Context: an optimization exercise on an open-source flow, tuned for small area, a short achievable clock period and few clock cycles. The choices shown serve that exercise and are no tape-out recipe.
In this exercise RTL edits were held to simulation tests only and were not proved equivalent to the original.
Power figures rest on the tool's default switching activity, not on a simulated workload.

[flow/constraint.sdc]
create_clock -name core_clock -period 13.5 [get_ports {clk}]
set_input_delay 2.7000 -clock core_clock [delete_from_list [all_inputs] [get_ports {clk}]]
set_output_delay 2.7000 -clock core_clock [all_outputs]
set_load 0.01 [all_outputs]
[flow/standard.sh]
#!/bin/bash
# synth_recipe.tcl (not shown) runs the flow's synth.tcl, then flattens the netlist and writes it again
# the make line also repeats each setting of config.mk as NAME=value (left out here)
make -C /OpenROAD-flow-scripts/flow DESIGN_CONFIG=/design/flow/config.mk WORK_HOME=/design/flow/orfs CLKGATE_MAP_FILE= SYNTH_SCRIPT=/design/flow/synth_recipe.tcl "${@:-finish}"
[flow/design.v]
module cqsm_codec (
  input             clk,
  input             rst,           
  input             cmd_valid,
  output reg        cmd_ready,
  input      [1:0]  cmd_op,        
  input      [23:0] cmd_arg,
  input      [3:0]  cfg_kh,
  input      [3:0]  cfg_ks,
  input      [3:0]  cfg_kv,
  input      [8:0]  cfg_nh,
  input      [8:0]  cfg_ns,
  input      [8:0]  cfg_nv,
  input      [7:0]  cfg_gmin,
  input             pix_valid,
  output reg        pix_ready,
  input      [23:0] pix_hsv,
  output reg        res_valid,
  output reg [2:0]  res_err,
  output reg [8:0]  res_info,
  output reg [23:0] res_hsv,
  output reg [7:0]  res_sym,
  output reg [7:0]  res_mg
);
  localparam OP_CONFIG = 2'd0;
  localparam OP_ENC    = 2'd1;
  localparam OP_DEC    = 2'd2;
  localparam OP_CELL   = 2'd3;
  localparam E_OK    = 3'd0;
  localparam E_NOCFG = 3'd2;
  localparam E_QCFG  = 3'd5;
  localparam E_GUARD = 3'd6;
  localparam S_IDLE  = 4'd0;
  localparam S_EXEC  = 4'd1;
  localparam S_ACC   = 4'd2;
  localparam S_ALAST = 4'd3;
  localparam S_DIV   = 4'd4;
  localparam S_XD    = 4'd5;
  localparam S_DLOAD = 4'd6;
  localparam S_DDIV  = 4'd7;
  localparam S_DRES  = 4'd8;
  localparam S_MUL   = 4'd9;
  localparam S_ERES  = 4'd10;
  localparam S_SHIFT = 4'd11;
  localparam S_CST   = 4'd12;
  localparam S_CSTEP = 4'd13;
  localparam S_CEND  = 4'd14;
  localparam S_VERD  = 4'd15;
  reg [3:0]  state;
  reg [1:0]  opr;
  reg [23:0] p;                
  reg        pv;               
  reg        cfgv;
  reg [11:0] kc;               
  reg [38:0] np;               
  reg [15:0] n;
  reg [15:0] rem;
  reg [3:0]  cnt;
  reg [71:0] acc;              
  reg f_ini, f_eld, f_dld, f_stp, f_mul, f_dvm, f_dvl;
  reg [1:0]  ch;
  reg [4:0]  frac;
  reg        fa, fb, anyz;
  wire cmd_fire = cmd_valid && cmd_ready;
  wire pix_fire = pix_valid && pix_ready;
  wire [3:0] kh = kc[3:0];
  wire [3:0] ks = kc[7:4];
  wire [3:0] kv = kc[11:8];
  function [3:0] kmask;
    input [3:0] k;
    case (k[2:0])
      3'd0: kmask = 4'b0000;
      3'd1: kmask = 4'b0001;
      3'd2: kmask = 4'b0011;
      3'd3: kmask = 4'b0111;
      default: kmask = 4'b1111;
    endcase
  endfunction
  function [3:0] dec_c4;
    input [4:0] n5;
    reg   [5:0] m;
    begin
      m = n5[4] ? (6'd32 - {1'b0, n5}) : {1'b0, n5};
      dec_c4 = 4'd15 - m[4:1];
    end
  endfunction
  wire [7:0]  esym = p[7:0];
  wire [7:0]  e_sv = esym >> kv;
  wire [7:0]  e_sh = esym >> (kv + ks);
  wire [11:0] eidx = {esym[3:0] & kmask(kv), e_sv[3:0] & kmask(ks), e_sh[3:0] & kmask(kh)};
  wire [14:0] init_v = (opr == OP_CELL) ? p[15:1] : 15'd0;
  reg  [71:0] acc_nx;
  wire [11:0] didx;            
  wire [23:0] elvl;            
  wire [23:0] mean_nx;         
  genvar g;
  generate
    for (g = 0; g < 3; g = g + 1) begin : g_ch
      wire [15:0] R    = acc[24*g+8 +: 16];
      wire [7:0]  L    = acc[24*g +: 8];
      wire [12:0] npc  = np[13*g +: 13];
      wire [3:0]  kcc  = kc[4*g +: 4];
      wire        inb  = f_mul | L[7];
      wire [15:0] dvs  = f_dvm ? n : {3'd0, npc};
      wire [17:0] tr   = {1'b0, R, inb} - {2'd0, dvs};
      wire        cmt  = f_mul ? L[7] : ~tr[17];
      wire [7:0]  lnx  = {L[6:0], cmt};
      wire [15:0] rnx  = cmt ? tr[15:0] : {R[14:0], inb};
      wire [23:0] addv = acc[24*g +: 24] + {16'd0, p[8*g +: 8] & {8{pv}}};
      wire [3:0]  ei   = eidx[4*g +: 4];
      wire [3:0]  c4   = dec_c4(npc[4:0]);
      always @(*) begin
        if (f_ini)
          acc_nx[24*g +: 24] = {9'd0, init_v};
        else if (f_eld)
          acc_nx[24*g +: 24] = {16'hFFFF, ei, 1'b1, 3'b000};
        else if (f_dld)
          acc_nx[24*g +: 24] = {9'd0, L, c4, 3'd0};
        else if (f_dvl)
          acc_nx[24*g +: 24] = {9'd0, lnx, c4, 3'd0};
        else if (f_stp)
          acc_nx[24*g +: 24] = {rnx, lnx};
        else
          acc_nx[24*g +: 24] = addv;
      end
      assign mean_nx[8*g +: 8] = lnx;
      wire [3:0] mk   = kmask(kcc);
      assign didx[4*g +: 4] = (L[4] || (L[3:0] & ~mk) != 4'd0) ? mk : L[3:0];
      assign elvl[8*g +: 8] = ~R[12:5];
    end
  endgenerate
  wire [3:0] ksv = ks + kv;
  wire [7:0] dsym = ({4'd0, didx[3:0]} << ksv) | ({4'd0, didx[7:4]} << kv) | {4'd0, didx[11:8]};
  wire [3:0] cbits = kh + ks + kv;
  wire [8:0] nh0 = np[8:0];
  wire [8:0] ns0 = np[21:13];
  wire [8:0] nv0 = np[34:26];
  reg  [8:0] ck_info;
  reg        ck_bad;
  always @(*) begin
    ck_bad  = 1'b1;
    ck_info = 9'h000;
    if      (kh > 4'd4)                          ck_info = 9'h001;
    else if (ks > 4'd4)                          ck_info = 9'h011;
    else if (kv > 4'd4)                          ck_info = 9'h021;
    else if (cbits == 4'd0 || cbits > 4'd8)      ck_info = 9'h002;
    else if (nh0 > 9'd256)                       ck_info = 9'h003;
    else if (nh0 < (9'd1 << kh[2:0]))            ck_info = 9'h004;
    else if (ns0 > 9'd256)                       ck_info = 9'h013;
    else if (ns0 < (9'd1 << ks[2:0]))            ck_info = 9'h014;
    else if (nv0 > 9'd256)                       ck_info = 9'h023;
    else if (nv0 < (9'd1 << kv[2:0]))            ck_info = 9'h024;
    else                                         ck_bad  = 1'b0;
  end
  wire [3:0]  sk   = (ch == 2'd0) ? kh : (ch == 2'd1) ? ks : kv;
  wire [12:0] snp  = (ch == 2'd0) ? np[12:0] : (ch == 2'd1) ? np[25:13] : np[38:26];
  wire [7:0]  s_mb = snp[12:5];
  wire [7:0]  s_ma = snp[12:5] - {7'd0, ~snp[4]};
  wire [7:0]  geff = (res_sym == 8'd0) ? 8'd1 : res_sym;
  wire [7:0]  s_cm = anyz ? s_ma : s_mb;
  wire [3:0]  m4   = snp[3:0];
  wire [3:0]  km   = kmask(sk);
  wire [5:0]  s_sum = {1'b0, frac} + {1'b0, m4, 1'b0};
  wire        s_fail = s_sum[5] ? fb : fa;
  reg [3:0] state_nx;
  always @(*) begin
    state_nx = state;
    case (state)
      S_IDLE:  if (cmd_fire) state_nx = S_EXEC;
      S_EXEC:  begin
        if (opr == OP_CONFIG)      state_nx = ck_bad ? S_IDLE : S_SHIFT;
        else if (!cfgv)            state_nx = S_IDLE;
        else if (opr == OP_ENC)    state_nx = S_MUL;
        else if (opr == OP_DEC)    state_nx = S_XD;
        else                       state_nx = S_ACC;
      end
      S_ACC:   if (pix_fire && rem == 16'd1) state_nx = S_ALAST;
      S_ALAST: state_nx = S_DIV;
      S_DIV:   if (cnt == 4'd7) state_nx = S_DDIV;
      S_XD:    state_nx = S_DLOAD;
      S_DLOAD: state_nx = S_DDIV;
      S_DDIV:  if (cnt == 4'd4) state_nx = S_DRES;
      S_DRES:  state_nx = S_IDLE;
      S_MUL:   if (cnt == 4'd4) state_nx = S_ERES;
      S_ERES:  state_nx = S_IDLE;
      S_SHIFT: if (cnt == 4'd3) state_nx = S_CST;
      S_CST:   state_nx = (kmask(sk) == 4'd0) ? S_CEND : S_CSTEP;
      S_CSTEP: if (cnt == km) state_nx = S_CEND;
      S_CEND:  state_nx = (ch == 2'd2) ? S_VERD : S_CST;
      S_VERD:  state_nx = S_IDLE;
      default: state_nx = S_IDLE;
    endcase
  end
  always @(posedge clk) begin
    if (rst) begin
      state     <= S_IDLE;
      cmd_ready <= 1'b1;
      pix_ready <= 1'b0;
      pv        <= 1'b0;
      res_valid <= 1'b0;
      cfgv      <= 1'b0;
      f_ini <= 1'b0; f_eld <= 1'b0; f_dld <= 1'b0; f_stp <= 1'b0;
      f_mul <= 1'b0; f_dvm <= 1'b0; f_dvl <= 1'b0;
    end else begin
      state     <= state_nx;
      cmd_ready <= (state_nx == S_IDLE);
      pix_ready <= (state_nx == S_ACC);
      pv        <= pix_fire || (state == S_EXEC && opr == OP_DEC);
      res_valid <= (state_nx == S_IDLE) && (state != S_IDLE);
      f_ini <= cmd_fire && cmd_op[1];
      f_eld <= cmd_fire && (cmd_op == OP_ENC);
      f_dld <= (state_nx == S_DLOAD);
      f_stp <= (state_nx == S_DIV) || (state_nx == S_DDIV) || (state_nx == S_MUL);
      f_mul <= (state_nx == S_MUL);
      f_dvm <= (state_nx == S_DIV);
      f_dvl <= (state == S_DIV && cnt == 4'd6);
      if (state == S_EXEC && opr == OP_CONFIG)
        cfgv <= 1'b0;
      if (state == S_VERD && res_err == E_OK)
        cfgv <= 1'b1;
    end
  end
  integer c;
  always @(posedge clk) begin
    acc <= acc_nx;
    if (pix_ready)
      p <= pix_hsv;
    else if (cmd_ready)
      p <= cmd_arg;
    if (cmd_ready)
      opr <= cmd_op;
    if (cmd_fire && cmd_op == OP_CONFIG) begin
      kc      <= {cfg_kv, cfg_ks, cfg_kh};
      np      <= {4'd0, cfg_nv, 4'd0, cfg_ns, 4'd0, cfg_nh};
      res_sym <= cfg_gmin;
    end
    if (f_dvl)
      res_hsv <= mean_nx;
    case (state)
      S_EXEC: begin
        cnt      <= 4'd0;
        res_info <= 9'd0;
        res_err  <= E_OK;
        res_mg   <= 8'd255;
        if (opr == OP_CONFIG) begin
          if (ck_bad) begin
            res_err  <= E_QCFG;
            res_info <= ck_info;
          end
        end else if (!cfgv) begin
          res_err <= E_NOCFG;
        end
        n   <= p[15:0];
        rem <= p[15:0];
      end
      S_ACC: if (pix_fire) rem <= rem - 16'd1;
      S_DIV: cnt <= (cnt == 4'd7) ? 4'd0 : cnt + 4'd1;
      S_DLOAD: cnt <= 4'd0;
      S_DDIV: cnt <= cnt + 4'd1;
      S_DRES: res_sym <= dsym;
      S_MUL: cnt <= cnt + 4'd1;
      S_ERES: res_hsv <= elvl;
      S_SHIFT: begin
        for (c = 0; c < 3; c = c + 1)
          if ({1'b0, cnt[1:0]} + kc[4*c +: 3] < 3'd4)
            np[13*c +: 13] <= {np[13*c +: 12], 1'b0};
        cnt <= cnt + 4'd1;
        if (cnt == 4'd3)
          ch <= 2'd0;
      end
      S_CST: begin
        frac <= snp[4:0];
        fa   <= (s_ma < geff);
        fb   <= (s_mb < geff);
        anyz <= 1'b0;
        cnt  <= 4'd1;
      end
      S_CSTEP: begin
        frac <= s_sum[4:0];
        if (!s_sum[5]) anyz <= 1'b1;
        if (s_fail && res_err == E_OK) begin
          res_err  <= E_GUARD;
          res_info <= {1'b0, cnt, 2'b00, ch};
        end
        cnt <= cnt + 4'd1;
      end
      S_CEND: begin
        if (km != 4'd0 && s_cm < res_mg)
          res_mg <= s_cm;
        ch <= ch + 2'd1;
      end
      default: ;
    endcase
  end
endmodule
[flow/flow/run.sh]
#!/bin/bash
set -euo pipefail
bash standard.sh SETUP_SLACK_MARGIN=9.5 finish > make_finish.log 2>&1
[flow/config.mk]
export PLATFORM = sky130hd
export DESIGN_NAME = cqsm_codec
export DESIGN_NICKNAME = cqsm_codec
export VERILOG_FILES = /design/flow/design.v
export SDC_FILE = /design/flow/constraint.sdc
export NUM_CORES = 4
export LEC_CHECK = 0
export CAP_MARGIN = 20
export CORE_MARGIN = 2
export CORE_UTILIZATION = 40
export SLEW_MARGIN = 20
==> results of run 1 <==
-- cell usage after synthesis, types with 36 or more instances --
master,instances
sky130_fd_sc_hd__edfxtp_1,133
sky130_fd_sc_hd__xnor2_1,87
sky130_fd_sc_hd__mux2_2,43
sky130_fd_sc_hd__nor3_1,44
sky130_fd_sc_hd__nor2_1,179
sky130_fd_sc_hd__o21ai_0,185
sky130_fd_sc_hd__inv_1,89
sky130_fd_sc_hd__dfxtp_1,127
sky130_fd_sc_hd__and2_1,36
sky130_fd_sc_hd__ha_1,142
sky130_fd_sc_hd__nand2_1,250
sky130_fd_sc_hd__nand3_1,56
sky130_fd_sc_hd__xor2_1,45
sky130_fd_sc_hd__a21oi_1,149
sky130_fd_sc_hd__mux2i_1,121
sky130_fd_sc_hd__clkbuf_1,111
-- cells in the final DEF (no fill, tap or decap), types with 35 or more instances in the layout --
cell                              netlist  layout
sky130_fd_sc_hd__nand2_1              250     249
sky130_fd_sc_hd__o21ai_0              185     182
sky130_fd_sc_hd__nor2_1               179     177
sky130_fd_sc_hd__a21oi_1              149     148
sky130_fd_sc_hd__ha_1                 142     141
sky130_fd_sc_hd__edfxtp_1             133     133
sky130_fd_sc_hd__dfxtp_1              127     122
sky130_fd_sc_hd__mux2i_1              121     119
sky130_fd_sc_hd__clkdlybuf4s50_1        0     100
sky130_fd_sc_hd__inv_1                 89      89
sky130_fd_sc_hd__xnor2_1               87      87
sky130_fd_sc_hd__buf_4                  2      67
sky130_fd_sc_hd__nand3_1               56      56
sky130_fd_sc_hd__xor2_1                45      45
sky130_fd_sc_hd__mux2_2                43      43
sky130_fd_sc_hd__dlygate4sd2_1          0      43
sky130_fd_sc_hd__nor3_1                44      41
sky130_fd_sc_hd__clkbuf_16              0      37
sky130_fd_sc_hd__and2_1                36      35
-- cell families (layout without fill, tap and decap cells) --
logic type                 count (synthesis)  after routing  synth area share
and+or+nand+nor                          743            743             0.178
muxes                                    166            166            0.0872
other                                      1              2          0.000188
buffers and inverters                    221            385            0.0426
AOI/OAI and AO/OA                        630            630             0.204
DFF                                      260            260             0.328
adders and majority gates                154            154             0.101
xor gates and xnor gates                 134            134            0.0602
-- what timing repair did --
item                                    4_1_cts  5_1_grt
resized for setup                            91       24
buffers inserted                             13       24
pin swaps                                     1        6
endpoints found under the setup margin      130       68
cloned                                        1        0
hold buffers                                  0        0
-- state kept, by name (all words and copies together), names as in the netlist, 4 cells and up --
signal / flops
frac: 4
res_sym: 8
rem: 16
res_mg: 8
res_hsv: 24
res_info: 7
kc: 12
acc: 72
state: 4
p: 24
n: 16
np: 39
cnt: 4
-- area by class of cell --
class	count	area (sq um)	share of cell area
multi-input cells	1829	12700	0.534
repair buffers	228	2100	0.0885
inverters	94	385	0.0162
clock buffers	44	972	0.0409
clock inverters	19	249	0.0105
well taps	664	831	0.0349
flip-flops and latches	260	6550	0.275
-- worst min path at each step --
stage | end
after floorplan | n[4]$_DFFE_PP_
after CTS | opr[0]$_DFFE_PP_
after detailed placement | np[38]$_DFF_P_
after global placement | np[38]$_DFF_P_
after global routing | opr[1]$_DFFE_PP_
final | opr[1]$_DFFE_PP_
-- layer usage --
| metal | up-vias | global-route usage |
|---|---|---|
| met3 | 146 | 0.0438 |
| li1 | 8741 | - |
| met4 | 0 | 0.113 |
| met1 | 9001 | 0.383 |
| met5 | - | 0 |
| met2 | 872 | 0.450 |
-- per-stage QoR --
| step | instances | setup WS [ns] | hold WS (ns) |
|---|---|---|---|
| floorplan | 2310 | 9.51 | 0.424 |
| global placement | 3037 | 8.46 | 0.496 |
| detailed placement | 3037 | 8.35 | 0.503 |
| CTS | 3114 | 9.50 | 0.513 |
| global route | 3138 | 9.49 | 0.531 |
| finish | 3138 | 9.53 | 0.515 |
-- power by group --
part           leakage, nW  internal (mW)  total [mW]  switching (mW)
clock                0.607          0.625        1.00           0.374
combinational         6.19          0.574        1.29           0.716
sequential            2.27          0.950        1.20           0.251
total                 9.07           2.15        3.49            1.34
==> impl_metrics.xml, run 1 <==
<?xml version="1.0" encoding="UTF-8"?>
<metrics>
  <group name="run_status">
    <metric name="outcome" unit="">timing/DRC/antenna clean</metric>
  </group>
  <group name="yosys">
    <metric name="async_flop_share" unit="">0</metric>
    <metric name="postSynthRegisterBits" unit="">260</metric>
    <metric name="synth_cells" unit="">2309</metric>
    <metric name="yosys-top-cells-area" unit="">sky130_fd_sc_hd__edfxtp_1, sky130_fd_sc_hd__dfxtp_1, sky130_fd_sc_hd__ha_1</metric>
    <metric name="yosysSeqAreaShare" unit="">0.328</metric>
    <metric name="synth_warnings" unit="">1</metric>
    <metric name="synthFlopType" unit="">sky130_fd_sc_hd__edfxtp_1</metric>
    <metric name="synth_edf_count" unit="">133</metric>
    <metric name="post_synth.cell_area_avg" unit="sq um">8.64</metric>
    <metric name="post_synthesis_cell_area" unit="sq um">20000</metric>
    <metric name="yosysTopAreaCellShare" unit="">0.200</metric>
    <metric name="synth_cell_type_count" unit="">91</metric>
    <metric name="yosys.area.top_type" unit="">sky130_fd_sc_hd__edfxtp_1</metric>
  </group>
  <group name="clocking">
    <metric name="cts.reportedPaths.clkPinSlew" unit="ns">0.06</metric>
    <metric name="ctsLongestPathBuffers" unit="">3</metric>
    <metric name="htreeDepth" unit="">2</metric>
    <metric name="clock_sinks" unit="">260</metric>
    <metric name="cts-buffers-inserted" unit="">35</metric>
    <metric name="cts_root_buf" unit="">sky130_fd_sc_hd__clkbuf_16</metric>
    <metric name="tritoncts" unit="">yes</metric>
    <metric name="clkLatencyLatePin" unit="ns">0.56</metric>
  </group>
  <group name="final_layout">
    <metric name="antenna_cells_inserted" unit="">0</metric>
    <metric name="finish.net_count" unit="">2703</metric>
    <metric name="final_layout_size_suffix_gt1_frac" unit="">0.0946</metric>
    <metric name="filler_cell_count" unit="">4735</metric>
    <metric name="finalCoreUtilization" unit="">0.485</metric>
    <metric name="layout.cell_area.non_filler" unit="sq um">23800</metric>
    <metric name="area_delta_synth_final" unit="%">19.2</metric>
  </group>
  <group name="timing">
    <metric name="max_freq" unit="MHz">252</metric>
    <metric name="rsz0062_at_grt" unit="">yes</metric>
    <metric name="post-route-min-period" unit="ns">3.97</metric>
    <metric name="timing_hold_violations_final" unit="">0</metric>
    <metric name="final-max-slew-violation-count" unit="">0</metric>
    <metric name="setup_viol" unit="">0</metric>
    <metric name="clock_skew" unit="ns">0.0192</metric>
    <metric name="setup_tns" unit="ns">0</metric>
    <metric name="timing.slew.headroom" unit="">0.214</metric>
    <metric name="finalCritPeriodShare" unit="">0.294</metric>
    <metric name="worstMarginPinSlew" unit="ns">1.17</metric>
  </group>
  <group name="setup_path">
    <metric name="critical_path.endpoint_type" unit="">primary output</metric>
    <metric name="maximum_single_stage_delay_on_the_critical_path" unit="ns">0.42</metric>
    <metric name="critPathArrivalTime" unit="ns">1.27</metric>
    <metric name="critPathLaunchType" unit="">flop</metric>
    <metric name="worst-path-max-fanout" unit="">2</metric>
    <metric name="r2r-end" unit="">f_stp$_SDFF_PP0_</metric>
    <metric name="worst_setup_path_endpoint" unit="">res_mg[0]</metric>
    <metric name="crit_slowest_cell" unit="">sky130_fd_sc_hd__edfxtp_1</metric>
    <metric name="worstSetupPathDepth" unit="">1</metric>
    <metric name="setup.worst_path.start" unit="">res_mg[0]$_SDFFCE_PN1P_</metric>
    <metric name="worst-setup-path-type" unit="">flop to primary output</metric>
    <metric name="critPathRequiredTime" unit="ns">10.80</metric>
    <metric name="worst-path-buf-inv" unit="">1</metric>
    <metric name="crit_path_cell_trace" unit="">dlygate4sd2_1</metric>
    <metric name="critical-path-top-delay-family" unit="">flip-flops</metric>
    <metric name="reg2regPathDepth" unit="">11</metric>
    <metric name="r2r_start" unit="">kc[2]$_DFFE_PP_</metric>
    <metric name="worst-r2r-setup-slack" unit="ns">9.65</metric>
  </group>
  <group name="worst_hold_path">
    <metric name="hold_path_startpoint" unit="">cmd_ready$_SDFF_PP1_</metric>
    <metric name="min_path_type" unit="">flop to flop</metric>
    <metric name="min_path_cells" unit="">0</metric>
  </group>
  <group name="pwr">
    <metric name="power_leakage" unit="nW">9.07</metric>
    <metric name="ir_worst_vdd" unit="mV">0.0761</metric>
    <metric name="cellPowerDensity" unit="nW/um^2">147</metric>
    <metric name="post-layout-total-power" unit="mW">3.49</metric>
  </group>
  <group name="detailed_routing">
    <metric name="first_pass_detailed_route_iteration_total" unit="">7</metric>
    <metric name="post-route-drc-count" unit="">0</metric>
    <metric name="met3_wire_length" unit="um">5970</metric>
    <metric name="top_layer" unit="">met4</metric>
    <metric name="dr_wl_met2" unit="um">33500</metric>
    <metric name="drt-initial-drc-count" unit="">1803</metric>
    <metric name="met1_routed_wirelength_after_detailed_routing" unit="um">31100</metric>
    <metric name="final_antenna_net_count" unit="">0</metric>
    <metric name="route.final.wire_length" unit="um">73500</metric>
    <metric name="avgRoutedWirePerCell" unit="um">23.4</metric>
    <metric name="dr_total_vias" unit="">18760</metric>
    <metric name="viasPerCell" unit="">5.98</metric>
  </group>
  <group name="job">
    <metric name="timing.max_cap.violations" unit="">0</metric>
  </group>
  <group name="grt">
    <metric name="number_of_antenna_violations_at_the_first_check_in_global_routing" unit="">4</metric>
    <metric name="grt_pass1_vias" unit="">18002</metric>
    <metric name="grt_start_max_net_pins" unit="">48</metric>
    <metric name="global_route.overflow_total" unit="">0</metric>
    <metric name="grt_use_total" unit="">0.282</metric>
    <metric name="grt_first_pass_wirelength" unit="um">110000</metric>
  </group>
  <group name="floorplanning">
    <metric name="initial_utilization" unit="">0.407</metric>
    <metric name="fp.dieH" unit="um">227</metric>
    <metric name="die_area" unit="sq um">51700</metric>
    <metric name="core_area" unit="sq um">49100</metric>
    <metric name="die_w" unit="um">227</metric>
    <metric name="design.portCount" unit="">156</metric>
    <metric name="fp-row-count" unit="">81</metric>
  </group>
  <group name="placement">
    <metric name="globalplace.congestion" unit="">0.979</metric>
    <metric name="post_place_instance_area" unit="sq um">22100</metric>
    <metric name="port_buffers" unit="">153</metric>
    <metric name="dp_hpwl" unit="um">54000</metric>
  </group>
</metrics>
Testbench counts, summed over its fixed seeds: cycles 124,971.
==> inputs of run 2 (changes only) <==
--- a/flow/design.v
+++ b/flow/design.v
@@ -53,11 +53,11 @@
   reg        cfgv;
   reg [11:0] kc;               
   reg [38:0] np;               
-  reg [15:0] n;
-  reg [15:0] rem;
   reg [3:0]  cnt;
   reg [71:0] acc;              
-  reg f_ini, f_eld, f_dld, f_stp, f_mul, f_dvm, f_dvl;
+  reg f_eld, f_dld, f_stp, f_mul, f_dvm, f_dvl;
+  wire [15:0] n   = res_hsv[15:0];
+  wire [15:0] rem = {res_info[7:0], res_mg};
   reg [1:0]  ch;
   reg [4:0]  frac;
   reg        fa, fb, anyz;
@@ -88,7 +88,8 @@
   wire [7:0]  e_sv = esym >> kv;
   wire [7:0]  e_sh = esym >> (kv + ks);
   wire [11:0] eidx = {esym[3:0] & kmask(kv), e_sv[3:0] & kmask(ks), e_sh[3:0] & kmask(kh)};
-  wire [14:0] init_v = (opr == OP_CELL) ? p[15:1] : 15'd0;
+  wire        f_ini  = cmd_fire && cmd_op[1];
+  wire [14:0] init_v = cmd_op[0] ? cmd_arg[15:1] : 15'd0;
   reg  [71:0] acc_nx;
   wire [11:0] didx;            
   wire [23:0] elvl;            
@@ -100,13 +101,15 @@
       wire [7:0]  L    = acc[24*g +: 8];
       wire [12:0] npc  = np[13*g +: 13];
       wire [3:0]  kcc  = kc[4*g +: 4];
-      wire        inb  = f_mul | L[7];
       wire [15:0] dvs  = f_dvm ? n : {3'd0, npc};
-      wire [17:0] tr   = {1'b0, R, inb} - {2'd0, dvs};
-      wire        cmt  = f_mul ? L[7] : ~tr[17];
+      wire [7:0]  pg   = p[8*g +: 8] & {8{pv}};
+      wire [7:0]  lo   = {1'b0, acc[24*g +: 7]} + {1'b0, pg[6:0]};
+      wire [17:0] bhi  = f_stp ? ~{2'd0, dvs} : {17'd0, pg[7]};
+      wire [17:0] hi   = {1'b0, acc[24*g+7 +: 17]} + bhi + {17'd0, f_stp | lo[7]};
+      wire        cmt  = f_mul ? L[7] : ~hi[17];
       wire [7:0]  lnx  = {L[6:0], cmt};
-      wire [15:0] rnx  = cmt ? tr[15:0] : {R[14:0], inb};
-      wire [23:0] addv = acc[24*g +: 24] + {16'd0, p[8*g +: 8] & {8{pv}}};
+      wire [15:0] rnx  = cmt ? hi[15:0] : {R[14:0], f_mul | L[7]};
+      wire [23:0] addv = {hi[16:0], lo[6:0]};
       wire [3:0]  ei   = eidx[4*g +: 4];
       wire [3:0]  c4   = dec_c4(npc[4:0]);
       always @(*) begin
@@ -131,7 +134,20 @@
   endgenerate
   wire [3:0] ksv = ks + kv;
   wire [7:0] dsym = ({4'd0, didx[3:0]} << ksv) | ({4'd0, didx[7:4]} << kv) | {4'd0, didx[11:8]};
-  wire [3:0] cbits = kh + ks + kv;
+  function kbig;                
+    input [3:0] k;
+    kbig = k[3] | (k[2] & (k[1] | k[0]));
+  endfunction
+  function nbig;                
+    input [8:0] nn;
+    nbig = nn[8] & (nn[7:0] != 8'd0);
+  endfunction
+  function nsmall;              
+    input [8:0] nn;
+    input [3:0] k;
+    nsmall = (nn[8:4] == 5'd0) && ((nn[3:0] & ~kmask(k)) == 4'd0);
+  endfunction
+  wire [3:0] cbits = {1'b0, kh[2:0]} + {1'b0, ks[2:0]} + {1'b0, kv[2:0]};
   wire [8:0] nh0 = np[8:0];
   wire [8:0] ns0 = np[21:13];
   wire [8:0] nv0 = np[34:26];
@@ -140,16 +156,16 @@
   always @(*) begin
     ck_bad  = 1'b1;
     ck_info = 9'h000;
-    if      (kh > 4'd4)                          ck_info = 9'h001;
-    else if (ks > 4'd4)                          ck_info = 9'h011;
-    else if (kv > 4'd4)                          ck_info = 9'h021;
+    if      (kbig(kh))                           ck_info = 9'h001;
+    else if (kbig(ks))                           ck_info = 9'h011;
+    else if (kbig(kv))                           ck_info = 9'h021;
     else if (cbits == 4'd0 || cbits > 4'd8)      ck_info = 9'h002;
-    else if (nh0 > 9'd256)                       ck_info = 9'h003;
-    else if (nh0 < (9'd1 << kh[2:0]))            ck_info = 9'h004;
-    else if (ns0 > 9'd256)                       ck_info = 9'h013;
-    else if (ns0 < (9'd1 << ks[2:0]))            ck_info = 9'h014;
-    else if (nv0 > 9'd256)                       ck_info = 9'h023;
-    else if (nv0 < (9'd1 << kv[2:0]))            ck_info = 9'h024;
+    else if (nbig(nh0))                          ck_info = 9'h003;
+    else if (nsmall(nh0, kh))                    ck_info = 9'h004;
+    else if (nbig(ns0))                          ck_info = 9'h013;
+    else if (nsmall(ns0, ks))                    ck_info = 9'h014;
+    else if (nbig(nv0))                          ck_info = 9'h023;
+    else if (nsmall(nv0, kv))                    ck_info = 9'h024;
     else                                         ck_bad  = 1'b0;
   end
   wire [3:0]  sk   = (ch == 2'd0) ? kh : (ch == 2'd1) ? ks : kv;
@@ -166,14 +182,17 @@
   always @(*) begin
     state_nx = state;
     case (state)
-      S_IDLE:  if (cmd_fire) state_nx = S_EXEC;
-      S_EXEC:  begin
-        if (opr == OP_CONFIG)      state_nx = ck_bad ? S_IDLE : S_SHIFT;
+      S_IDLE:  if (cmd_fire) begin
+        if (cmd_op == OP_CONFIG)   state_nx = S_EXEC;
         else if (!cfgv)            state_nx = S_IDLE;
-        else if (opr == OP_ENC)    state_nx = S_MUL;
-        else if (opr == OP_DEC)    state_nx = S_XD;
+        else if (cmd_op == OP_ENC) state_nx = S_EXEC;
+        else if (cmd_op == OP_DEC) state_nx = S_XD;
         else                       state_nx = S_ACC;
       end
+      S_EXEC:  begin
+        if (opr == OP_CONFIG)      state_nx = ck_bad ? S_IDLE : S_SHIFT;
+        else                       state_nx = S_MUL;
+      end
       S_ACC:   if (pix_fire && rem == 16'd1) state_nx = S_ALAST;
       S_ALAST: state_nx = S_DIV;
       S_DIV:   if (cnt == 4'd7) state_nx = S_DDIV;
@@ -199,15 +218,15 @@
       pv        <= 1'b0;
       res_valid <= 1'b0;
       cfgv      <= 1'b0;
-      f_ini <= 1'b0; f_eld <= 1'b0; f_dld <= 1'b0; f_stp <= 1'b0;
+      f_eld <= 1'b0; f_dld <= 1'b0; f_stp <= 1'b0;
       f_mul <= 1'b0; f_dvm <= 1'b0; f_dvl <= 1'b0;
     end else begin
       state     <= state_nx;
       cmd_ready <= (state_nx == S_IDLE);
       pix_ready <= (state_nx == S_ACC);
-      pv        <= pix_fire || (state == S_EXEC && opr == OP_DEC);
-      res_valid <= (state_nx == S_IDLE) && (state != S_IDLE);
-      f_ini <= cmd_fire && cmd_op[1];
+      pv        <= pix_fire || (cmd_fire && cmd_op == OP_DEC);
+      res_valid <= ((state_nx == S_IDLE) && (state != S_IDLE)) ||
+                   (cmd_fire && cmd_op != OP_CONFIG && !cfgv);
       f_eld <= cmd_fire && (cmd_op == OP_ENC);
       f_dld <= (state_nx == S_DLOAD);
       f_stp <= (state_nx == S_DIV) || (state_nx == S_DDIV) || (state_nx == S_MUL);
@@ -237,23 +256,23 @@
     if (f_dvl)
       res_hsv <= mean_nx;
     case (state)
+      S_IDLE: if (cmd_fire) begin
+        res_info      <= 9'd0;
+        res_err       <= (cmd_op != OP_CONFIG && !cfgv) ? E_NOCFG : E_OK;
+        res_hsv[15:0] <= cmd_arg[15:0];
+        if (cmd_op == OP_CELL && cfgv)
+          {res_info[7:0], res_mg} <= cmd_arg[15:0];
+      end
       S_EXEC: begin
-        cnt      <= 4'd0;
-        res_info <= 9'd0;
-        res_err  <= E_OK;
-        res_mg   <= 8'd255;
-        if (opr == OP_CONFIG) begin
-          if (ck_bad) begin
-            res_err  <= E_QCFG;
-            res_info <= ck_info;
-          end
-        end else if (!cfgv) begin
-          res_err <= E_NOCFG;
+        cnt    <= 4'd0;
+        res_mg <= 8'd255;
+        if (opr == OP_CONFIG && ck_bad) begin
+          res_err  <= E_QCFG;
+          res_info <= ck_info;
         end
-        n   <= p[15:0];
-        rem <= p[15:0];
       end
-      S_ACC: if (pix_fire) rem <= rem - 16'd1;
+      S_ALAST: cnt <= 4'd0;
+      S_ACC: if (pix_fire) {res_info[7:0], res_mg} <= rem - 16'd1;
       S_DIV: cnt <= (cnt == 4'd7) ? 4'd0 : cnt + 4'd1;
       S_DLOAD: cnt <= 4'd0;
       S_DDIV: cnt <= cnt + 4'd1;
==> flow/flow/run.sh (replaced) <==
#!/bin/bash
set -euo pipefail
bash standard.sh SETUP_SLACK_MARGIN=9.9 finish > make_finish.log 2>&1
==> run 2 against run 1 <==
  * Synthesized cell count shrank 6.8%
  * Setup slack got worse by 0.26 ns
  * Clock-buffer cell count fell by 6
  * Clock power decreased by 13%
  * Global-route usage grew 3.2 points
  * Via count is 2.2% lower
  * First-iteration DRC count increased by 3.7%
  * Critical path depth up 20
  * Power is 15% lower
  * Combinational power fell by about 20%
  * Maximum frequency is 6.1% lower
==> impl_metrics.xml, run 2 <==
<?xml version="1.0" encoding="UTF-8"?>
<metrics>
  <group name="timing">
    <metric name="timing_hold_violations_final" unit="">0</metric>
    <metric name="rsz0062_at_grt" unit="">yes</metric>
    <metric name="post-route-min-period" unit="ns">4.23</metric>
    <metric name="worstMarginPinSlew" unit="ns">1.08</metric>
    <metric name="setup_viol" unit="">0</metric>
    <metric name="setup_tns" unit="ns">0</metric>
    <metric name="final-max-slew-violation-count" unit="">0</metric>
    <metric name="timing.slew.headroom" unit="">0.275</metric>
    <metric name="clock_skew" unit="ns">0.0243</metric>
    <metric name="max_freq" unit="MHz">236</metric>
    <metric name="finalCritPeriodShare" unit="">0.313</metric>
    <metric name="final_critical_path_setup_slack" unit="ns">9.27</metric>
  </group>
  <group name="floorplanning">
    <metric name="initial_utilization" unit="">0.404</metric>
    <metric name="fp.dieH" unit="um">215</metric>
    <metric name="design.portCount" unit="">156</metric>
    <metric name="core_area" unit="sq um">44000</metric>
    <metric name="die_area" unit="sq um">46200</metric>
    <metric name="fp-row-count" unit="">77</metric>
    <metric name="die_w" unit="um">215</metric>
  </group>
  <group name="pwr">
    <metric name="power_leakage" unit="nW">9.64</metric>
    <metric name="power.combinational.fraction" unit="">0.346</metric>
    <metric name="ir_worst_vdd" unit="mV">0.0864</metric>
    <metric name="flop_pwr_share" unit="">0.361</metric>
    <metric name="switching_share" unit="">0.374</metric>
    <metric name="switchingPower" unit="mW">1.11</metric>
    <metric name="power.share.clock" unit="">0.293</metric>
    <metric name="p_int" unit="mW">1.87</metric>
    <metric name="cellPowerDensity" unit="nW/um^2">126</metric>
  </group>
  <group name="job">
    <metric name="timing.max_cap.violations" unit="">0</metric>
  </group>
  <group name="yosys">
    <metric name="synth_edf_count" unit="">86</metric>
    <metric name="post_synthesis_cell_area" unit="sq um">17800</metric>
    <metric name="synth_cells" unit="">2152</metric>
    <metric name="postSynthRegisterBits" unit="">228</metric>
    <metric name="synth_commonest_cells" unit="">sky130_fd_sc_hd__nand2_1, sky130_fd_sc_hd__a21oi_1, sky130_fd_sc_hd__o21ai_0</metric>
    <metric name="yosys.cell_count.top_type" unit="">sky130_fd_sc_hd__nand2_1</metric>
    <metric name="yosysSeqAreaShare" unit="">0.305</metric>
    <metric name="synth_cell_type_count" unit="">97</metric>
    <metric name="yosys-top-cells-area" unit="">sky130_fd_sc_hd__dfxtp_1, sky130_fd_sc_hd__edfxtp_1, sky130_fd_sc_hd__ha_1</metric>
    <metric name="yosys.area.top_type" unit="">sky130_fd_sc_hd__dfxtp_1</metric>
    <metric name="async_flop_share" unit="">0</metric>
    <metric name="synthFlopType" unit="">sky130_fd_sc_hd__dfxtp_1</metric>
    <metric name="post_synth.cell_area_avg" unit="sq um">8.26</metric>
    <metric name="yosysTopAreaCellShare" unit="">0.160</metric>
    <metric name="synth_warnings" unit="">1</metric>
  </group>
  <group name="clocking">
    <metric name="clock_sinks" unit="">228</metric>
    <metric name="cts_root_buf" unit="">sky130_fd_sc_hd__clkbuf_16</metric>
    <metric name="ctsLongestPathBuffers" unit="">3</metric>
    <metric name="htreeDepth" unit="">1</metric>
    <metric name="cts-buffers-inserted" unit="">29</metric>
    <metric name="tritoncts" unit="">yes</metric>
    <metric name="clkLatencyLatePin" unit="ns">0.59</metric>
    <metric name="cts.reportedPaths.clkPinSlew" unit="ns">0.07</metric>
  </group>
  <group name="placement">
    <metric name="globalplace.congestion" unit="">0.940</metric>
    <metric name="detailedPlace.worstSlack" unit="ns">8.00</metric>
    <metric name="dp_hpwl" unit="um">53500</metric>
    <metric name="port_buffers" unit="">154</metric>
  </group>
  <group name="final_layout">
    <metric name="max_flop_register" unit="">acc</metric>
    <metric name="antenna_cells_inserted" unit="">0</metric>
    <metric name="filler_cell_count" unit="">4050</metric>
    <metric name="final_common_cell" unit="">sky130_fd_sc_hd__nand2_1</metric>
    <metric name="reg.largest.list" unit="">acc (72), np (39)</metric>
    <metric name="seqCellArea" unit="sq um">5500</metric>
    <metric name="final_layout_size_suffix_gt1_frac" unit="">0.236</metric>
    <metric name="multiInputGateArea" unit="sq um">12600</metric>
    <metric name="area_delta_synth_final" unit="%">32.6</metric>
    <metric name="largest_register_ff_count" unit="">72</metric>
    <metric name="highest_count_cells_in_the_layout_ignoring_fill_and_taps" unit="">sky130_fd_sc_hd__nand2_1, sky130_fd_sc_hd__a21oi_1, sky130_fd_sc_hd__buf_4</metric>
    <metric name="finish.net_count" unit="">2666</metric>
  </group>
  <group name="detailed_routing">
    <metric name="avgRoutedWirePerCell" unit="um">24.8</metric>
    <metric name="final_antenna_net_count" unit="">0</metric>
    <metric name="drt-initial-drc-count" unit="">1869</metric>
    <metric name="viasPerCell" unit="">6.02</metric>
    <metric name="dr_total_vias" unit="">18347</metric>
    <metric name="first_pass_detailed_route_iteration_total" unit="">6</metric>
    <metric name="post-route-drc-count" unit="">0</metric>
    <metric name="route.final.wire_length" unit="um">75500</metric>
  </group>
  <group name="run_status">
    <metric name="outcome" unit="">timing/DRC/antenna clean</metric>
  </group>
  <group name="grt">
    <metric name="grt_use_total" unit="">0.314</metric>
    <metric name="number_of_antenna_violations_at_the_first_check_in_global_routing" unit="">2</metric>
    <metric name="grt_start_max_net_pins" unit="">76</metric>
    <metric name="grt_pass1_vias" unit="">17572</metric>
    <metric name="grt_first_pass_wirelength" unit="um">110000</metric>
    <metric name="global_route.overflow_total" unit="">0</metric>
  </group>
  <group name="setup_path">
    <metric name="critPathArrivalTime" unit="ns">4.72</metric>
    <metric name="critPathLaunchType" unit="">flop</metric>
    <metric name="critical_path.endpoint_type" unit="">flop</metric>
    <metric name="worst-path-max-fanout" unit="">5</metric>
    <metric name="critPathRequiredTime" unit="ns">13.99</metric>
    <metric name="worst-setup-path-type" unit="">flop to flop</metric>
  </group>
  <group name="worst_hold_path">
    <metric name="min_path_type" unit="">flop to flop</metric>
  </group>
</metrics>
[run 2: changes by cell type after synthesis, moves of 16 or more]
| cell | before | now |
|---|---|---|
| sky130_fd_sc_hd__edfxtp_1 | 133 | 86 |
| sky130_fd_sc_hd__nor2_1 | 179 | 160 |
| sky130_fd_sc_hd__xnor2_1 | 87 | 71 |
| sky130_fd_sc_hd__clkbuf_1 | 111 | 89 |
| sky130_fd_sc_hd__a21oi_1 | 149 | 219 |
| sky130_fd_sc_hd__ha_1 | 142 | 118 |
| sky130_fd_sc_hd__mux2i_1 | 121 | 100 |
| sky130_fd_sc_hd__o21ai_1 | 3 | 24 |
| sky130_fd_sc_hd__nand3_1 | 56 | 35 |
| sky130_fd_sc_hd__a221oi_1 | 24 | 5 |
[run 2: worst paths after layout]
kind	start	end	slack [ns]	depth (start not counted)
worst max register to register	pv$_SDFF_PP0_	acc[70]$_SDFF_PP0_	9.27	21
worst min register to register	np[38]$_DFF_P_	np[38]$_DFF_P_	0.48	2
worst min-delay path	np[38]$_DFF_P_	np[38]$_DFF_P_	0.48	2
worst max-delay path	pv$_SDFF_PP0_	acc[70]$_SDFF_PP0_	9.27	21
[run 2: final cells by class]
type / count / area share
Timing Repair Buffer: 363 / 0.140
Clock inverter: 15 / 0.00875
Tap cell: 592 / 0.0314
Inverter: 89 / 0.0160
Multi-Input combinational cell: 1719 / 0.534
Clock buffer: 38 / 0.0361
Sequential cell: 228 / 0.233
Timing Repair inverter: 2 / 0.000743
[run 2: what timing repair did]
item                       in CTS  in global routing
buffers inserted              141                 41
setup endpoints to repair     247                147
pin swaps                      99                 67
resized for setup             440                 86
hold buffers                    0                  0
hold endpoints to repair        0                  0
gates cloned                    5                  0
[run 2: cells by family after synthesis]
kind of cell             Yosys count  share of synthesized area
AND/OR/NAND/NOR                  650                      0.172
flip-flops                       228                      0.305
XOR/XNOR                         101                     0.0497
other                              1                   0.000211
adder cells (fa/ha/maj)          133                     0.0999
buffers and inverters            205                     0.0455
multiplexers                     144                     0.0867
AO/OA/AOI/OAI                    690                      0.241
[run 2: critical path, stage by stage (launching register included)]
cell                        delay, ns
sky130_fd_sc_hd__dfxtp_4         0.37
sky130_fd_sc_hd__buf_6           0.13
sky130_fd_sc_hd__and2_4          0.14
sky130_fd_sc_hd__ha_4            0.15
sky130_fd_sc_hd__a21o_1          0.18
sky130_fd_sc_hd__a21oi_2         0.17
sky130_fd_sc_hd__o21bai_1        0.11
sky130_fd_sc_hd__a21oi_2         0.14
sky130_fd_sc_hd__o21bai_1        0.11
sky130_fd_sc_hd__a211oi_2        0.34
sky130_fd_sc_hd__fa_2            0.30
sky130_fd_sc_hd__inv_2           0.04
sky130_fd_sc_hd__fa_2            0.39
sky130_fd_sc_hd__a21oi_4         0.17
sky130_fd_sc_hd__o2111ai_2       0.16
sky130_fd_sc_hd__o211ai_1        0.29
sky130_fd_sc_hd__a21o_1          0.16
sky130_fd_sc_hd__nand2_1         0.09
sky130_fd_sc_hd__a21oi_4         0.20
sky130_fd_sc_hd__xnor2_2         0.17
sky130_fd_sc_hd__nor2_1          0.06
sky130_fd_sc_hd__a221oi_1        0.25
[run 2: routing by layer]
metal,up-vias,global-route usage,wire length [um]
met5,-,0,0
met4,0,0.182,5350
li1,8419,-,-
met3,247,0.0569,6510
met1,8765,0.413,30700
met2,916,0.484,32900
[run 2: stage by stage]
step / area [sq um] / cells / util / total power, mW / hold WS [ns]
2_1_floorplan: 18300 / 2152 / - / 1.59 / 0.448
3_3_place_gp: 20100 / 2805 / 0.457 / 1.94 / 0.467
3_5_place_dp: 20100 / 2806 / 0.457 / 1.95 / 0.471
4_1_cts: 23000 / 3005 / 0.521 / 2.92 / 0.479
5_1_grt: 23600 / 3046 / 0.536 / 3.10 / 0.498
6_report: 23600 / 3046 / 0.536 / 2.98 / 0.480
[run 2: power by group through the flow]
stage | sequential [mW] | clock, mW | combinational (mW)
after floorplan | 0.966 | 0 | 0.624
after global placement | 1.08 | 0 | 0.857
after detailed placement | 1.08 | 0 | 0.873
after CTS | 1.07 | 0.878 | 0.972
after global routing | 1.08 | 0.904 | 1.12
final | 1.08 | 0.872 | 1.03
Testbench counts of run 2, summed over its fixed seeds: cycles 123,610.
==> inputs of run 3 (changes only) <==
==> flow/flow/run.sh (replaced) <==
#!/bin/bash
set -euo pipefail
bash standard.sh SETUP_SLACK_MARGIN=9.7 finish > make_finish.log 2>&1
==> run 3 against run 2 <==
  * Area after synthesis unchanged
  * Final area is 1.6% lower
  * Synthesized cell count unchanged
  * Highest routed layer unchanged
  * Flip-flop and latch count unchanged
  * Sequential power is essentially flat
==> impl_metrics.xml, run 3 <==
<?xml version="1.0" encoding="UTF-8"?>
<metrics>
  <group name="yosys">
    <metric name="synth_warnings" unit="">1</metric>
    <metric name="post_synth.cell_area_avg" unit="sq um">8.26</metric>
    <metric name="synth-simple-area-share" unit="">0.172</metric>
    <metric name="postSynthRegisterBits" unit="">228</metric>
    <metric name="synth-xor-area-share" unit="">0.0497</metric>
    <metric name="synth_edf_count" unit="">86</metric>
    <metric name="synthFlopType" unit="">sky130_fd_sc_hd__dfxtp_1</metric>
    <metric name="yosysTopAreaCellShare" unit="">0.160</metric>
    <metric name="yosys.area.top_type" unit="">sky130_fd_sc_hd__dfxtp_1</metric>
    <metric name="synth_commonest_cells" unit="">sky130_fd_sc_hd__nand2_1, sky130_fd_sc_hd__a21oi_1, sky130_fd_sc_hd__o21ai_0</metric>
    <metric name="async_flop_share" unit="">0</metric>
    <metric name="yosys.cell_count.top_type" unit="">sky130_fd_sc_hd__nand2_1</metric>
    <metric name="synth_cell_type_count" unit="">97</metric>
    <metric name="yosysSeqAreaShare" unit="">0.305</metric>
    <metric name="post_synthesis_cell_area" unit="sq um">17800</metric>
    <metric name="synth_cells" unit="">2152</metric>
    <metric name="synth_compound_gate_area_share" unit="">0.241</metric>
    <metric name="main_combinational_cell_family_by_area_after_synthesis" unit="">compound AO/OA/AOI/OAI gates</metric>
    <metric name="yosys-top-cells-area" unit="">sky130_fd_sc_hd__dfxtp_1, sky130_fd_sc_hd__edfxtp_1, sky130_fd_sc_hd__ha_1</metric>
    <metric name="yosys.area_share.adder" unit="">0.0999</metric>
    <metric name="synthMuxAreaShare" unit="">0.0867</metric>
  </group>
  <group name="worst_hold_path">
    <metric name="min_path_cells" unit="">2</metric>
    <metric name="min_path_type" unit="">flop to flop</metric>
  </group>
  <group name="clocking">
    <metric name="cts.reportedPaths.clkPinSlew" unit="ns">0.06</metric>
    <metric name="cts_root_buf" unit="">sky130_fd_sc_hd__clkbuf_16</metric>
    <metric name="tritoncts" unit="">yes</metric>
    <metric name="clock_sinks" unit="">228</metric>
    <metric name="cts-buffers-inserted" unit="">29</metric>
    <metric name="ctsLongestPathBuffers" unit="">3</metric>
    <metric name="clkLatencyLatePin" unit="ns">0.59</metric>
    <metric name="htreeDepth" unit="">1</metric>
  </group>
  <group name="timing">
    <metric name="final-max-slew-violation-count" unit="">0</metric>
    <metric name="fin_hold_ws" unit="ns">0.488</metric>
    <metric name="timing_hold_violations_final" unit="">0</metric>
    <metric name="rsz0062_at_grt" unit="">yes</metric>
    <metric name="finalCritPeriodShare" unit="">0.310</metric>
    <metric name="setup_viol" unit="">0</metric>
    <metric name="max_freq" unit="MHz">239</metric>
    <metric name="clock_skew" unit="ns">0.0150</metric>
    <metric name="post-route-min-period" unit="ns">4.19</metric>
    <metric name="worstMarginPinSlew" unit="ns">1.12</metric>
    <metric name="setup_tns" unit="ns">0</metric>
    <metric name="timing.slew.headroom" unit="">0.255</metric>
  </group>
  <group name="detailed_routing">
    <metric name="dr_total_vias" unit="">18290</metric>
    <metric name="viasPerCell" unit="">6.05</metric>
    <metric name="avgRoutedWirePerCell" unit="um">24.6</metric>
    <metric name="drt-initial-drc-count" unit="">2220</metric>
    <metric name="first_pass_detailed_route_iteration_total" unit="">6</metric>
    <metric name="post-route-drc-count" unit="">0</metric>
    <metric name="route.final.wire_length" unit="um">74300</metric>
    <metric name="final_antenna_net_count" unit="">0</metric>
  </group>
  <group name="setup_path">
    <metric name="reg2regPathDepth" unit="">22</metric>
    <metric name="crit_path_cell_trace" unit="">and2_4 &gt; ha_4 &gt; a21o_1 &gt; a21oi_4 &gt; o21bai_1 &gt; a21oi_2 &gt; nor2b_1 &gt; o21ai_1 &gt; nand2_1 &gt; fa_2 &gt; inv_2 &gt; fa_2 &gt; nor2b_2 &gt; o211ai_1 &gt; a21oi_2 &gt; a211oi_2 &gt; buf_4 &gt; o21ai_4 &gt; a21o_1 &gt; a21oi_2 &gt; xnor2_1 &gt; a211o_1</metric>
    <metric name="critical_path.endpoint_type" unit="">flop</metric>
    <metric name="critPathLaunchType" unit="">flop</metric>
    <metric name="critPathRequiredTime" unit="ns">13.97</metric>
    <metric name="critPathArrivalTime" unit="ns">4.66</metric>
    <metric name="crit_slowest_cell" unit="">sky130_fd_sc_hd__edfxtp_1</metric>
    <metric name="crit_path_top_cell_by_count" unit="">sky130_fd_sc_hd__a21oi_2</metric>
    <metric name="worst-setup-path-type" unit="">flop to flop</metric>
    <metric name="maximum_single_stage_delay_on_the_critical_path" unit="ns">0.44</metric>
    <metric name="worst-path-max-fanout" unit="">3</metric>
    <metric name="worst-r2r-setup-slack" unit="ns">9.31</metric>
  </group>
  <group name="grt">
    <metric name="number_of_antenna_violations_at_the_first_check_in_global_routing" unit="">1</metric>
    <metric name="grt_start_max_net_pins" unit="">53</metric>
    <metric name="global_route.overflow_total" unit="">0</metric>
    <metric name="grt_use_total" unit="">0.311</metric>
    <metric name="grt_pass1_vias" unit="">17268</metric>
    <metric name="grt_first_pass_wirelength" unit="um">109000</metric>
  </group>
  <group name="floorplanning">
    <metric name="initial_utilization" unit="">0.404</metric>
    <metric name="design.portCount" unit="">156</metric>
    <metric name="core_area" unit="sq um">44000</metric>
    <metric name="fp-row-count" unit="">77</metric>
    <metric name="fp.dieH" unit="um">215</metric>
    <metric name="die_w" unit="um">215</metric>
    <metric name="die_area" unit="sq um">46200</metric>
  </group>
  <group name="run_status">
    <metric name="outcome" unit="">timing/DRC/antenna clean</metric>
  </group>
  <group name="pwr">
    <metric name="power_leakage" unit="nW">9.43</metric>
    <metric name="power.combinational.fraction" unit="">0.351</metric>
    <metric name="ir_worst_vdd" unit="mV">0.109</metric>
    <metric name="post-layout-total-power" unit="mW">2.87</metric>
    <metric name="p_int" unit="mW">1.76</metric>
    <metric name="cellPowerDensity" unit="nW/um^2">124</metric>
    <metric name="power.share.clock" unit="">0.271</metric>
    <metric name="switching_share" unit="">0.386</metric>
    <metric name="flop_pwr_share" unit="">0.377</metric>
    <metric name="switchingPower" unit="mW">1.11</metric>
  </group>
  <group name="placement">
    <metric name="globalplace.congestion" unit="">0.980</metric>
    <metric name="port_buffers" unit="">154</metric>
    <metric name="dp_hpwl" unit="um">53100</metric>
  </group>
  <group name="final_layout">
    <metric name="highest_count_cells_in_the_layout_ignoring_fill_and_taps" unit="">sky130_fd_sc_hd__nand2_1, sky130_fd_sc_hd__a21oi_1, sky130_fd_sc_hd__o21ai_0</metric>
    <metric name="max_flop_register" unit="">acc</metric>
    <metric name="antenna_cells_inserted" unit="">0</metric>
    <metric name="filler_cell_count" unit="">4078</metric>
    <metric name="seqCellArea" unit="sq um">5490</metric>
    <metric name="final_layout_size_suffix_gt1_frac" unit="">0.233</metric>
    <metric name="largest_register_ff_count" unit="">72</metric>
    <metric name="reg.largest.list" unit="">acc (72), np (39)</metric>
    <metric name="final_common_cell" unit="">sky130_fd_sc_hd__nand2_1</metric>
    <metric name="finish.net_count" unit="">2647</metric>
    <metric name="multiInputGateArea" unit="sq um">12700</metric>
    <metric name="area_delta_synth_final" unit="%">30.5</metric>
  </group>
  <group name="job">
    <metric name="timing.max_cap.violations" unit="">0</metric>
  </group>
</metrics>
[run 3: cell counts after synthesis]
No cell type changed its count.
[run 3: layout make-up]
cell class              instances  area share
inverters                      89      0.0161
repair buffers                345       0.127
repair inverters                1    0.000377
multi-input cells            1719       0.548
clock buffers                  44      0.0381
well taps                     592      0.0319
clock inverters                 7     0.00178
flip-flops and latches        228       0.237
[run 3: cell families after synthesis]
logic type / Yosys count
other: 1
AND/OR/NAND/NOR: 650
flip-flops: 228
AO/OA/AOI/OAI: 690
adder cells (fa/ha/maj): 133
multiplexers: 144
XOR/XNOR: 101
buffers and inverters: 205
[run 3: through the flow]
step	utilization	worst slack [ns]	cell area, sq um	std cells
finish	0.527	9.31	23200	3025
global route	0.527	9.15	23200	3025
CTS	0.511	9.31	22500	2978
detailed placement	0.455	7.92	20000	2802
global placement	0.454	8.01	20000	2801
floorplan	-	9.30	18200	2152
[run 3: final timing paths]
| kind | from | endpoint |
|---|---|---|
| setup reg to reg | p[1]$_DFFE_PP_ | acc[23]$_SDFF_PP0_ |
| hold reg to reg | np[38]$_DFF_P_ | np[38]$_DFF_P_ |
| hold / removal | np[38]$_DFF_P_ | np[38]$_DFF_P_ |
| setup / recovery | p[1]$_DFFE_PP_ | acc[23]$_SDFF_PP0_ |
[run 3: routing by layer]
metal | wire [um] | global-route usage | up-vias
met3 | 6990 | 0.0476 | 222
li1 | - | - | 8374
met5 | 0 | 0 | -
met4 | 4720 | 0.160 | 0
met2 | 31600 | 0.471 | 958
met1 | 31000 | 0.429 | 8736
[run 3: repair_timing]
item / CTS / global route
hold endpoints to repair: 0 / 0
pin swaps: 106 / 66
hold buffers: 0 / 0
gates resized for setup: 450 / 77
setup buffers: 124 / 47
setup endpoints to repair: 240 / 115
cloned: 1 / 0
[run 3: critical path, delay by kind of cell, from the launching register on]
kind / cells / cell delay (ns)
AO/OA/AOI/OAI: 12 / 2.03
XOR/XNOR: 1 / 0.09
adder cells (fa/ha/maj): 3 / 0.85
buffers and inverters: 2 / 0.24
flip-flops: 1 / 0.44
AND/OR/NAND/NOR: 4 / 0.41
[run 3: power by group through the flow]
| stage | combinational (mW) | clock (mW) | sequential [mW] |
|---|---|---|---|
| floorplan | 0.619 | 0 | 0.966 |
| detailed placement | 0.864 | 0 | 1.08 |
| CTS | 0.950 | 0.782 | 1.07 |
| global placement | 0.851 | 0 | 1.08 |
| global route | 1.09 | 0.806 | 1.09 |
| finish | 1.01 | 0.778 | 1.08 |

re-timing with driven ports:
No port has a modelled driver above. Below, the same layouts with a new extraction and two added sets of constraints. Step 1: set_driving_cell puts a clkbuf_16 on clk and a buf_2 on each other input, an assumption about the parent block. Step 2 moves the port delays by t, midway between the first and last clock arrival at a register: inputs arrive t later, outputs are due t later. That takes back most of the time a late clock gives input paths. Three values: ideal ports, drivers, drivers and shift; two values: the first two.
run	t (ns)	setup WS [ns]	hold slack, ns	latest minus earliest clock arrival (ns)
run 1	0.607	9.527 / 9.469 / 9.060	0.515 / 0.515 / 0.515	0.021 / 0.021
run 2	0.641	9.269 / 9.269 / 8.923	0.480 / 0.480 / 0.480	0.025 / 0.025
run 3	0.638	9.310 / 9.310 / 8.807	0.488 / 0.488 / 0.488	0.017 / 0.018
After both steps every run listed still meets setup and hold. For run 3, which loses most, drivers alone change the setup slack by 0.000 ns; drivers and shift together by -0.503 ns.
